Source: an optimization exercise on an open RTL-to-GDS flow (aim: small area, a short achievable clock period and few clock cycles). Production flows keep margins and buffers that such runs may drop. At most, simulation tests tie the RTL to the original design; equivalence was not proved. No activity file was given, so power comes from the tool's default toggle rates.

==> inputs of 12-01 <==
==> flow/design.v <==
module etc (
  input  wire       clk,
  input  wire       rst,
  input  wire       we,
  input  wire       re,
  input  wire [7:0] addr,
  input  wire [7:0] wdata,
  output reg  [7:0] rdata,
  output wire       busy
);
  localparam [7:0] OP_NOP     = 8'h00;
  localparam [7:0] OP_TOBITS  = 8'h01;
  localparam [7:0] OP_TOINDEX = 8'h02;
  localparam [7:0] OP_PACK    = 8'h10;
  localparam [7:0] OP_UNPACK  = 8'h11;
  localparam [7:0] OP_SWAPTW  = 8'h20;
  localparam [7:0] OP_SWAPWT  = 8'h21;
  localparam [7:0] OP_FMT     = 8'h30;
  localparam [7:0] OP_PARSE   = 8'h31;
  localparam [7:0] OP_ENCODE  = 8'h40;
  localparam [7:0] OP_DECODEB = 8'h41;
  localparam [7:0] OP_DECODE  = 8'h42;
  localparam [2:0] R_OK      = 3'd0;
  localparam [2:0] R_MALLEN  = 3'd1;
  localparam [2:0] R_BADHEX  = 3'd2;
  localparam [2:0] R_ILLEGAL = 3'd4;
  localparam [2:0] S_IDLE = 3'd0;
  localparam [2:0] S_SCAN = 3'd1;   
  localparam [2:0] S_WT   = 3'd2;   
  localparam [2:0] S_UNP  = 3'd3;   
  localparam [2:0] S_TW   = 3'd4;   
  localparam [2:0] S_FMT  = 3'd5;   
  reg [127:0]  grid_q;     
  reg [127:0]  tile_q;
  reg [127:0]  wire_q;
  reg [1023:0] txt_q;
  reg [7:0]    txtlen_q;
  reg [1:0]    pixidx_q;
  reg [1:0]    pixbits_q;
  reg [2:0]    result_q;
  reg [2:0]    st_q;
  reg          busy_q;
  reg          dec_q;      
  reg          txt_ok_q;   
  reg [7:0]    p_q;
  reg          pv_q;
  reg          rp_q;
  reg          sc_q;       
  reg [7:0]    pc_q;
  reg [4:0]    ntok_q;     
  reg          intok_q;
  reg [1:0]    toklen_q;   
  reg          bad_q;
  reg [127:0]  stage_q;    
  assign busy = busy_q;
  function [1:0] to_bits(input [1:0] idx);
    case (idx)
      2'd0: to_bits = 2'b11;
      2'd1: to_bits = 2'b01;
      2'd2: to_bits = 2'b00;
      default: to_bits = 2'b10;
    endcase
  endfunction
  function [1:0] to_index(input [1:0] hl);
    case (hl)
      2'b11: to_index = 2'd0;
      2'b01: to_index = 2'd1;
      2'b00: to_index = 2'd2;
      default: to_index = 2'd3;
    endcase
  endfunction
  function is_ws(input [7:0] c);
    is_ws = (c == 8'h20) || (c >= 8'h09 && c <= 8'h0D);
  endfunction
  function is_hex(input [7:0] c);
    is_hex = (c >= 8'h30 && c <= 8'h39) || (c >= 8'h41 && c <= 8'h46) ||
             (c >= 8'h61 && c <= 8'h66);
  endfunction
  function [3:0] hex_val(input [7:0] c);
    case ({c[6], c[3:0]})
      5'h10: hex_val = 4'h9;
      5'h11: hex_val = 4'hA;
      5'h12: hex_val = 4'hB;
      5'h13: hex_val = 4'hC;
      5'h14: hex_val = 4'hD;
      5'h15: hex_val = 4'hE;
      5'h16: hex_val = 4'hF;
      5'h17: hex_val = 4'h0;
      5'h18: hex_val = 4'h1;
      5'h19: hex_val = 4'h2;
      5'h1A: hex_val = 4'h3;
      5'h1B: hex_val = 4'h4;
      5'h1C: hex_val = 4'h5;
      5'h1D: hex_val = 4'h6;
      5'h1E: hex_val = 4'h7;
      5'h1F: hex_val = 4'h8;
      default: hex_val = c[3:0];
    endcase
  endfunction
  function [7:0] hex_digit(input [3:0] n);
    case (n)
      4'hA: hex_digit = 8'h41;
      4'hB: hex_digit = 8'h42;
      4'hC: hex_digit = 8'h43;
      4'hD: hex_digit = 8'h44;
      4'hE: hex_digit = 8'h45;
      4'hF: hex_digit = 8'h46;
      default: hex_digit = {4'h3, n};
    endcase
  endfunction
  reg [127:0] pack_grid;     
  reg [127:0] unpack_tile;   
  integer r, x;
  always @* begin
    for (r = 0; r < 8; r = r + 1)
      for (x = 0; x < 8; x = x + 1) begin
        pack_grid[16*r + 7 - x]       = grid_q[2*(8*r + x)];
        pack_grid[16*r + 8 + 7 - x]   = grid_q[2*(8*r + x) + 1];
        unpack_tile[2*(8*r + x)]      = tile_q[16*r + 7 - x];
        unpack_tile[2*(8*r + x) + 1]  = tile_q[16*r + 8 + 7 - x];
      end
  end
  reg [375:0] fmt_txt;
  integer fk;
  always @* begin
    fmt_txt = 376'd0;
    for (fk = 0; fk < 16; fk = fk + 1) begin
      fmt_txt[8*(3*fk) +: 8]     = hex_digit(wire_q[8*fk + 4 +: 4]);
      fmt_txt[8*(3*fk + 1) +: 8] = hex_digit(wire_q[8*fk +: 4]);
      if (fk < 15)
        fmt_txt[8*(3*fk + 2) +: 8] = 8'h20;
    end
  end
  reg [127:0] stage_bytes;
  integer sk;
  always @* begin
    for (sk = 0; sk < 16; sk = sk + 1)
      stage_bytes[8*sk +: 8] = stage_q[8*(15 - sk) +: 8];
  end
  wire [6:0] tsel = busy_q ? p_q[6:0] : addr[6:0];
  wire       tsel_on = busy_q || addr[7];
  reg [7:0] rd_oth;
  always @* begin
    rd_oth = 8'd0;
    case (addr[7:6])
      2'b00: rd_oth = {6'd0, to_index(grid_q[2*addr[5:0] +: 2])};
      2'b01: begin
        if (addr[5:4] == 2'b00)
          rd_oth = tile_q[8*addr[3:0] +: 8];
        else if (addr[5:4] == 2'b01)
          rd_oth = wire_q[8*addr[3:0] +: 8];
        else if (addr[5:0] == 6'h21)
          rd_oth = {5'd0, result_q};
        else if (addr[5:0] == 6'h22)
          rd_oth = txtlen_q;
        else if (addr[5:0] == 6'h23)
          rd_oth = {6'd0, pixidx_q};
        else if (addr[5:0] == 6'h24)
          rd_oth = {6'd0, pixbits_q};
      end
      default: ;
    endcase
  end
  wire [7:0] rd_txt = tsel_on ? txt_q[8*tsel +: 8] : 8'd0;
  reg [7:0] rd_txt_q;    
  reg [7:0] rd_oth_q;    
  always @(posedge clk) begin
    rd_txt_q <= rd_txt;
    rd_oth_q <= rd_oth;
  end
  always @*
    rdata = rd_txt_q | rd_oth_q;
  wire       hw      = we && !busy_q;
  wire       txt_wr  = hw && addr[7];
  wire       cmd_wr  = hw && (addr == 8'h60);
  wire [7:0] wj      = {1'b0, addr[6:0]};
  wire [7:0] ch       = sc_q ? rd_txt_q : pc_q;
  wire [4:0] b_ntok   = rp_q ? 5'd0 : ntok_q;
  wire       b_intok  = rp_q ? 1'b0 : intok_q;
  wire [1:0] b_toklen = rp_q ? 2'd0 : toklen_q;
  wire       b_bad    = rp_q ? 1'b0 : bad_q;
  wire       c_ws     = is_ws(ch);
  wire       c_hex    = is_hex(ch);
  reg [4:0]  n_ntok;
  reg        n_intok;
  reg [1:0]  n_toklen;
  reg        n_bad;
  reg        n_shift;
  always @* begin
    n_ntok   = b_ntok;
    n_intok  = b_intok;
    n_toklen = b_toklen;
    n_bad    = b_bad;
    n_shift  = 1'b0;
    if (pv_q) begin
      if (c_ws) begin
        if (b_intok && b_toklen != 2'd2)
          n_bad = 1'b1;
        n_intok = 1'b0;
      end else begin
        if (!c_hex)
          n_bad = 1'b1;
        if (!b_intok) begin
          n_intok  = 1'b1;
          n_toklen = 2'd1;
          if (b_ntok != 5'd17)
            n_ntok = b_ntok + 5'd1;
          n_shift = 1'b1;
        end else begin
          if (b_toklen != 2'd3)
            n_toklen = b_toklen + 2'd1;
          if (b_toklen == 2'd1)
            n_shift = 1'b1;
        end
      end
    end
  end
  wire       settled   = !pv_q && !rp_q;
  wire       fin_bad   = bad_q | (intok_q & (toklen_q != 2'd2));
  wire       parse_ok  = (ntok_q == 5'd16) && !fin_bad;
  wire [2:0] parse_res = (ntok_q != 5'd16) ? R_MALLEN :
                         fin_bad           ? R_BADHEX : R_OK;
  wire       ready     = settled && (p_q == txtlen_q);
  wire op_parse  = (wdata == OP_PARSE) || (wdata == OP_DECODE);
  wire c_parse   = cmd_wr && op_parse;
  wire s_scan    = (st_q == S_SCAN);
  wire fin_now   = (c_parse && !txt_ok_q && ready) || (s_scan && ready);
  wire do_stage  = fin_now && parse_ok;
  wire do_pack   = cmd_wr && (wdata == OP_PACK || wdata == OP_ENCODE);
  wire do_unp    = (cmd_wr && wdata == OP_UNPACK) || st_q == S_UNP;
  wire do_wt     = (cmd_wr && (wdata == OP_SWAPWT || wdata == OP_DECODEB ||
                               (wdata == OP_DECODE && txt_ok_q))) || st_q == S_WT;
  wire do_tw     = (cmd_wr && wdata == OP_SWAPTW) || st_q == S_TW;
  wire do_fmt    = (cmd_wr && wdata == OP_FMT) || st_q == S_FMT;
  wire scan_clr  = c_parse && !txt_ok_q && (p_q > txtlen_q);
  wire scan_go   = (s_scan && p_q < txtlen_q);
  reg [2:0] st_d;
  always @* begin
    st_d = st_q;
    case (st_q)
      S_IDLE: begin
        if (cmd_wr) begin
          case (wdata)
            OP_ENCODE:  st_d = S_TW;
            OP_DECODEB: st_d = S_UNP;
            OP_PARSE, OP_DECODE: begin
              if (txt_ok_q)
                st_d = wdata[1] ? S_UNP : S_IDLE;
              else if (!ready)
                st_d = S_SCAN;
              else if (parse_ok && wdata[1])
                st_d = S_WT;
            end
            default: ;
          endcase
        end
      end
      S_SCAN: if (ready) st_d = (parse_ok && dec_q) ? S_WT : S_IDLE;
      S_WT:   st_d = S_UNP;
      S_TW:   st_d = S_FMT;
      default: st_d = S_IDLE;
    endcase
  end
  integer i;
  always @(posedge clk) begin
    for (i = 0; i < 64; i = i + 1) begin
      if (hw && addr == i)
        grid_q[2*i +: 2] <= to_bits(wdata[1:0]);
      else if (do_unp)
        grid_q[2*i +: 2] <= unpack_tile[2*i +: 2];
    end
    for (i = 0; i < 16; i = i + 1) begin
      if (hw && addr == 8'h40 + i)
        tile_q[8*i +: 8] <= wdata;
      else if (do_pack)
        tile_q[8*i +: 8] <= pack_grid[8*i +: 8];
      else if (do_wt)
        tile_q[8*i +: 8] <= wire_q[8*(i ^ 1) +: 8];
    end
    for (i = 0; i < 16; i = i + 1) begin
      if (hw && addr == 8'h50 + i)
        wire_q[8*i +: 8] <= wdata;
      else if (do_tw)
        wire_q[8*i +: 8] <= tile_q[8*(i ^ 1) +: 8];
      else if (do_stage)
        wire_q[8*i +: 8] <= stage_bytes[8*i +: 8];
    end
    for (i = 0; i < 128; i = i + 1) begin
      if (hw && addr == 8'h80 + i)
        txt_q[8*i +: 8] <= wdata;
      else if (do_fmt && i < 47)
        txt_q[8*i +: 8] <= fmt_txt[8*i +: 8];
    end
    if (n_shift)
      stage_q <= {stage_q[123:0], hex_val(ch)};
    if (hw && addr == 8'h63)
      pixidx_q <= wdata[1:0];
    else if (cmd_wr && wdata == OP_TOINDEX)
      pixidx_q <= to_index(pixbits_q);
    if (hw && addr == 8'h64)
      pixbits_q <= wdata[1:0];
    else if (cmd_wr && wdata == OP_TOBITS)
      pixbits_q <= to_bits(pixidx_q);
    if (cmd_wr)
      dec_q <= wdata[1];
    pc_q <= wdata;
  end
  always @(posedge clk) begin
    if (rst) begin
      st_q     <= S_IDLE;
      busy_q   <= 1'b0;
      result_q <= R_OK;
      txtlen_q <= 8'd0;
      txt_ok_q <= 1'b0;
      p_q      <= 8'd0;
      pv_q     <= 1'b0;
      rp_q     <= 1'b1;
      sc_q     <= 1'b0;
      ntok_q   <= 5'd0;
      intok_q  <= 1'b0;
      toklen_q <= 2'd0;
      bad_q    <= 1'b0;
    end else begin
      st_q   <= st_d;
      busy_q <= (st_d != S_IDLE);
      ntok_q   <= n_ntok;
      intok_q  <= n_intok;
      toklen_q <= n_toklen;
      bad_q    <= n_bad;
      sc_q <= 1'b0;
      if (do_fmt || scan_clr) begin
        p_q  <= 8'd0;
        pv_q <= 1'b0;
        rp_q <= 1'b1;
      end else if (scan_go) begin
        p_q  <= p_q + 8'd1;
        pv_q <= 1'b1;
        rp_q <= 1'b0;
        sc_q <= 1'b1;
      end else if (txt_wr && wj < p_q) begin
        p_q  <= (wj == 8'd0) ? 8'd1 : 8'd0;
        pv_q <= (wj == 8'd0);
        rp_q <= 1'b1;
      end else if (txt_wr && wj == p_q) begin
        p_q  <= p_q + 8'd1;
        pv_q <= 1'b1;
        rp_q <= 1'b0;
      end else begin
        pv_q <= 1'b0;
        rp_q <= 1'b0;
      end
      if (hw && addr == 8'h62)
        txtlen_q <= (wdata > 8'd128) ? 8'd128 : wdata;
      else if (do_fmt)
        txtlen_q <= 8'd47;
      if (do_fmt || do_stage)
        txt_ok_q <= 1'b1;
      else if ((hw && (addr[7] || addr[7:4] == 4'h5 || addr == 8'h62)) || do_tw)
        txt_ok_q <= 1'b0;
      if (cmd_wr) begin
        case (wdata)
          OP_NOP, OP_TOBITS, OP_TOINDEX, OP_PACK, OP_UNPACK, OP_SWAPTW,
          OP_SWAPWT, OP_FMT, OP_ENCODE, OP_DECODEB:
            result_q <= R_OK;
          OP_PARSE, OP_DECODE:
            result_q <= (txt_ok_q || !ready) ? R_OK : parse_res;
          default:
            result_q <= R_ILLEGAL;
        endcase
      end else if (s_scan && ready)
        result_q <= parse_res;
    end
  end
endmodule
==> flow/flow/run.sh <==
#!/bin/bash
# Standard ORFS layout, with port buffers that drive well and a timing
# repair that aims for a shorter period than the constraint asks for.
set -euo pipefail
bash standard.sh SETUP_SLACK_MARGIN=6.5 \
  "BUFFER_PORTS_ARGS=-buffer_cell sky130_fd_sc_hd__buf_4" \
  finish > make_finish.log 2>&1
==> flow/standard.sh <==
#!/bin/bash
# synth_recipe.tcl (not shown) runs the flow's synth.tcl, then flattens the netlist and writes it again
# the make line also repeats each setting of config.mk as NAME=value (left out here)
make -C /OpenROAD-flow-scripts/flow DESIGN_CONFIG=/design/flow/config.mk WORK_HOME=/design/flow/orfs CLKGATE_MAP_FILE= SYNTH_SCRIPT=/design/flow/synth_recipe.tcl "${@:-finish}"
==> flow/config.mk <==
export PLATFORM = sky130hd
export DESIGN_NAME = etc
export DESIGN_NICKNAME = etc
export VERILOG_FILES = /design/flow/design.v
export SDC_FILE = /design/flow/constraint.sdc
export NUM_CORES = 4
export LEC_CHECK = 0
export ABC_CLOCK_PERIOD_IN_PS = 4000
export CAP_MARGIN = 20
export CORE_MARGIN = 2
export CORE_UTILIZATION = 55
export SLEW_MARGIN = 20
export TNS_END_PERCENT = 5
==> flow/constraint.sdc <==
create_clock -name core_clock -period 10.0 [get_ports {clk}]
set_input_delay 2.0000 -clock core_clock [delete_from_list [all_inputs] [get_ports {clk}]]
set_output_delay 2.0000 -clock core_clock [all_outputs]
set_load 0.01 [all_outputs]
==> inputs of 01-19, as changes to 12-01 <==
--- a/flow/design.v
+++ b/flow/design.v
@@ -137,44 +137,36 @@
     for (sk = 0; sk < 16; sk = sk + 1)
       stage_bytes[8*sk +: 8] = stage_q[8*(15 - sk) +: 8];
   end
-  wire [6:0] tsel = busy_q ? p_q[6:0] : addr[6:0];
-  wire       tsel_on = busy_q || addr[7];
-  reg [7:0] rd_oth;
-  always @* begin
-    rd_oth = 8'd0;
-    case (addr[7:6])
-      2'b00: rd_oth = {6'd0, to_index(grid_q[2*addr[5:0] +: 2])};
-      2'b01: begin
-        if (addr[5:4] == 2'b00)
-          rd_oth = tile_q[8*addr[3:0] +: 8];
-        else if (addr[5:4] == 2'b01)
-          rd_oth = wire_q[8*addr[3:0] +: 8];
-        else if (addr[5:0] == 6'h21)
-          rd_oth = {5'd0, result_q};
-        else if (addr[5:0] == 6'h22)
-          rd_oth = txtlen_q;
-        else if (addr[5:0] == 6'h23)
-          rd_oth = {6'd0, pixidx_q};
-        else if (addr[5:0] == 6'h24)
-          rd_oth = {6'd0, pixbits_q};
-      end
-      default: ;
-    endcase
-  end
-  wire [7:0] rd_txt = tsel_on ? txt_q[8*tsel +: 8] : 8'd0;
-  reg [7:0] rd_txt_q;    
-  reg [7:0] rd_oth_q;    
-  always @(posedge clk) begin
-    rd_txt_q <= rd_txt;
-    rd_oth_q <= rd_oth;
-  end
+  wire [127:0] sel_txt;
+  wire [63:0]  sel_grid;
+  wire [15:0]  sel_tile;
+  wire [15:0]  sel_wire;
+  wire [3:0]   sel_misc;
+  etc_rsel u_rsel (
+    .addr(addr), .busy(busy_q), .p(p_q[6:0]),
+    .sel_txt(sel_txt), .sel_grid(sel_grid), .sel_tile(sel_tile),
+    .sel_wire(sel_wire), .sel_misc(sel_misc)
+  );
+  reg [127:0] grid_idx;    
+  integer gi;
   always @*
-    rdata = rd_txt_q | rd_oth_q;
+    for (gi = 0; gi < 64; gi = gi + 1)
+      grid_idx[2*gi +: 2] = to_index(grid_q[2*gi +: 2]);
+  wire [7:0] rd_mux;
+  etc_rdor u_rdor (
+    .sel_txt(sel_txt), .sel_grid(sel_grid), .sel_tile(sel_tile),
+    .sel_wire(sel_wire), .sel_misc(sel_misc),
+    .txt(txt_q), .grid(grid_idx), .tile(tile_q), .wire_b(wire_q),
+    .misc({{6'd0, pixbits_q}, {6'd0, pixidx_q}, txtlen_q, {5'd0, result_q}}),
+    .rd(rd_mux)
+  );
+  always @(posedge clk)
+    rdata <= rd_mux;
   wire       hw      = we && !busy_q;
   wire       txt_wr  = hw && addr[7];
   wire       cmd_wr  = hw && (addr == 8'h60);
   wire [7:0] wj      = {1'b0, addr[6:0]};
-  wire [7:0] ch       = sc_q ? rd_txt_q : pc_q;
+  wire [7:0] ch       = sc_q ? rdata : pc_q;
   wire [4:0] b_ntok   = rp_q ? 5'd0 : ntok_q;
   wire       b_intok  = rp_q ? 1'b0 : intok_q;
   wire [1:0] b_toklen = rp_q ? 2'd0 : toklen_q;
@@ -372,3 +364,60 @@
     end
   end
 endmodule
+module etc_rsel (
+  input  wire [7:0]   addr,
+  input  wire         busy,
+  input  wire [6:0]   p,
+  output reg  [127:0] sel_txt,
+  output reg  [63:0]  sel_grid,
+  output reg  [15:0]  sel_tile,
+  output reg  [15:0]  sel_wire,
+  output reg  [3:0]   sel_misc    
+);
+  reg [15:0] trow;
+  reg [7:0]  tcol;
+  integer i;
+  always @* begin
+    for (i = 0; i < 16; i = i + 1)
+      trow[i] = busy ? (p[6:3] == i) : (addr[7] && addr[6:3] == i);
+    for (i = 0; i < 8; i = i + 1)
+      tcol[i] = busy ? (p[2:0] == i) : (addr[2:0] == i);
+    for (i = 0; i < 128; i = i + 1)
+      sel_txt[i] = trow[i / 8] & tcol[i % 8];
+    for (i = 0; i < 64; i = i + 1)
+      sel_grid[i] = !busy && addr == i;
+    for (i = 0; i < 16; i = i + 1) begin
+      sel_tile[i] = !busy && addr == 8'h40 + i;
+      sel_wire[i] = !busy && addr == 8'h50 + i;
+    end
+    for (i = 0; i < 4; i = i + 1)
+      sel_misc[i] = !busy && addr == 8'h61 + i;
+  end
+endmodule
+module etc_rdor (
+  input  wire [127:0]  sel_txt,
+  input  wire [63:0]   sel_grid,
+  input  wire [15:0]   sel_tile,
+  input  wire [15:0]   sel_wire,
+  input  wire [3:0]    sel_misc,
+  input  wire [1023:0] txt,
+  input  wire [127:0]  grid,
+  input  wire [127:0]  tile,
+  input  wire [127:0]  wire_b,
+  input  wire [31:0]   misc,
+  output reg  [7:0]    rd
+);
+  integer i;
+  always @* begin
+    rd = 8'd0;
+    for (i = 0; i < 128; i = i + 1)
+      rd = rd | ({8{sel_txt[i]}} & txt[8*i +: 8]);
+    for (i = 0; i < 64; i = i + 1)
+      rd = rd | {6'd0, {2{sel_grid[i]}} & grid[2*i +: 2]};
+    for (i = 0; i < 16; i = i + 1)
+      rd = rd | ({8{sel_tile[i]}} & tile[8*i +: 8]) |
+                ({8{sel_wire[i]}} & wire_b[8*i +: 8]);
+    for (i = 0; i < 4; i = i + 1)
+      rd = rd | ({8{sel_misc[i]}} & misc[8*i +: 8]);
+  end
+endmodule
- SYNTH_HIERARCHICAL: default -> 1
- SYNTH_MINIMUM_KEEP_SIZE: default -> 0
- TNS_END_PERCENT: 5 -> default
==> inputs of 09-11, as changes to 12-01 <==
--- a/flow/design.v
+++ b/flow/design.v
@@ -137,44 +137,36 @@
     for (sk = 0; sk < 16; sk = sk + 1)
       stage_bytes[8*sk +: 8] = stage_q[8*(15 - sk) +: 8];
   end
-  wire [6:0] tsel = busy_q ? p_q[6:0] : addr[6:0];
-  wire       tsel_on = busy_q || addr[7];
-  reg [7:0] rd_oth;
+  wire [7:0] rsel = busy_q ? {1'b1, p_q[6:0]} : addr;
+  reg [7:0] rd_mux;
   always @* begin
-    rd_oth = 8'd0;
-    case (addr[7:6])
-      2'b00: rd_oth = {6'd0, to_index(grid_q[2*addr[5:0] +: 2])};
+    rd_mux = 8'd0;
+    case (rsel[7:6])
+      2'b00: rd_mux = {6'd0, to_index(grid_q[2*rsel[5:0] +: 2])};
       2'b01: begin
-        if (addr[5:4] == 2'b00)
-          rd_oth = tile_q[8*addr[3:0] +: 8];
-        else if (addr[5:4] == 2'b01)
-          rd_oth = wire_q[8*addr[3:0] +: 8];
-        else if (addr[5:0] == 6'h21)
-          rd_oth = {5'd0, result_q};
-        else if (addr[5:0] == 6'h22)
-          rd_oth = txtlen_q;
-        else if (addr[5:0] == 6'h23)
-          rd_oth = {6'd0, pixidx_q};
-        else if (addr[5:0] == 6'h24)
-          rd_oth = {6'd0, pixbits_q};
+        if (rsel[5:4] == 2'b00)
+          rd_mux = tile_q[8*rsel[3:0] +: 8];
+        else if (rsel[5:4] == 2'b01)
+          rd_mux = wire_q[8*rsel[3:0] +: 8];
+        else if (rsel[5:0] == 6'h21)
+          rd_mux = {5'd0, result_q};
+        else if (rsel[5:0] == 6'h22)
+          rd_mux = txtlen_q;
+        else if (rsel[5:0] == 6'h23)
+          rd_mux = {6'd0, pixidx_q};
+        else if (rsel[5:0] == 6'h24)
+          rd_mux = {6'd0, pixbits_q};
       end
-      default: ;
+      default: rd_mux = txt_q[8*rsel[6:0] +: 8];
     endcase
   end
-  wire [7:0] rd_txt = tsel_on ? txt_q[8*tsel +: 8] : 8'd0;
-  reg [7:0] rd_txt_q;    
-  reg [7:0] rd_oth_q;    
-  always @(posedge clk) begin
-    rd_txt_q <= rd_txt;
-    rd_oth_q <= rd_oth;
-  end
-  always @*
-    rdata = rd_txt_q | rd_oth_q;
+  always @(posedge clk)
+    rdata <= rd_mux;
   wire       hw      = we && !busy_q;
   wire       txt_wr  = hw && addr[7];
   wire       cmd_wr  = hw && (addr == 8'h60);
   wire [7:0] wj      = {1'b0, addr[6:0]};
-  wire [7:0] ch       = sc_q ? rd_txt_q : pc_q;
+  wire [7:0] ch       = sc_q ? rdata : pc_q;
   wire [4:0] b_ntok   = rp_q ? 5'd0 : ntok_q;
   wire       b_intok  = rp_q ? 1'b0 : intok_q;
   wire [1:0] b_toklen = rp_q ? 2'd0 : toklen_q;
==> flow/run.sh (new file) <==
#!/bin/bash
# synth_recipe.tcl (not shown) runs the flow's synth.tcl, then flattens the netlist and writes it again
# the make line also repeats each setting of config.mk as NAME=value (left out here)
make -C /OpenROAD-flow-scripts/flow DESIGN_CONFIG=/design/flow/config.mk WORK_HOME=/design/flow/orfs CLKGATE_MAP_FILE= SYNTH_SCRIPT=/design/flow/synth_recipe.tcl finish
- CORE_UTILIZATION: 55 -> 50
- SETUP_SLACK_MARGIN: default -> 5
- TNS_END_PERCENT: 5 -> default
removed: flow/flow/run.sh
removed: flow/standard.sh
==> notes <==
- 09-11 produced a clean layout. 01-19 aborted during global routing (5_1_grt) on GRT-0232. 12-01 went through all stages and came out clean.
- Of 09-11 and 12-01, 12-01 has the higher synthesized cell count (gap about 9%, measured against 12-01).
- Of 09-11 and 12-01, 12-01 has the higher combinational power (gap about 7%, measured against 12-01).
- Between 12-01 and 09-11, the lower cell count is in 09-11 (gap about 6%, measured against 09-11).
- Synthesized area: 09-11 < 01-19 < 12-01.
- Against 12-01, the wire length of 09-11 is smaller by about 8%.
- In 09-11 the sequential share of layout area is higher than in 12-01, by 2.6 points.
- In sequential power, 12-01 and 09-11 hardly differ.
- Via count: 12-01 is higher than 09-11 (6.8%).
- Between 12-01 and 09-11, the lower first-iteration DRC count is in 09-11 (gap 11%, measured against 09-11).
- In 12-01 the critical path depth is lower than in 09-11, by 5.
Testbench counts of 12-01, summed over its fixed seeds: cycles 32,080.
Testbench counts of 09-11, summed over its fixed seeds: cycles 32,080.
For 01-19, only the layout was checked, not whether the RTL still works.

[separate check: timing with driven ports]
No port has a modelled driver above. Below, the same layouts with a new extraction and two added sets of constraints. Step 1 sets driving cells, clkbuf_16 on the clock port and buf_2 on the other inputs (assumed; they add their load-dependent delay and slew). Step 2, shift: input delay + t, output delay - t, t = (earliest + latest rising clock arrival at the registers) / 2. This alone moves slack from input paths to output paths. Slacks: ideal ports / drivers / drivers and shift; pairs: ideal ports / drivers.
run | t, ns | slack for setup (ns) | clock arrival spread, ns | slew at the worst register clock pin (ns) | worst slew at a driven data input, ns
12-01 | 0.897 | 6.114 / 5.936 / 5.039 | 0.033 / 0.033 | 0.07 / 0.07 | 0.35
09-11 | 0.909 | 4.762 / 4.827 / 3.918 | 0.042 / 0.042 | 0.07 / 0.07 | 0.13
After both steps setup and hold are still met in every run listed. For 12-01, which loses most, drivers alone change the setup slack by -0.178 ns; drivers and shift together by -1.075 ns.
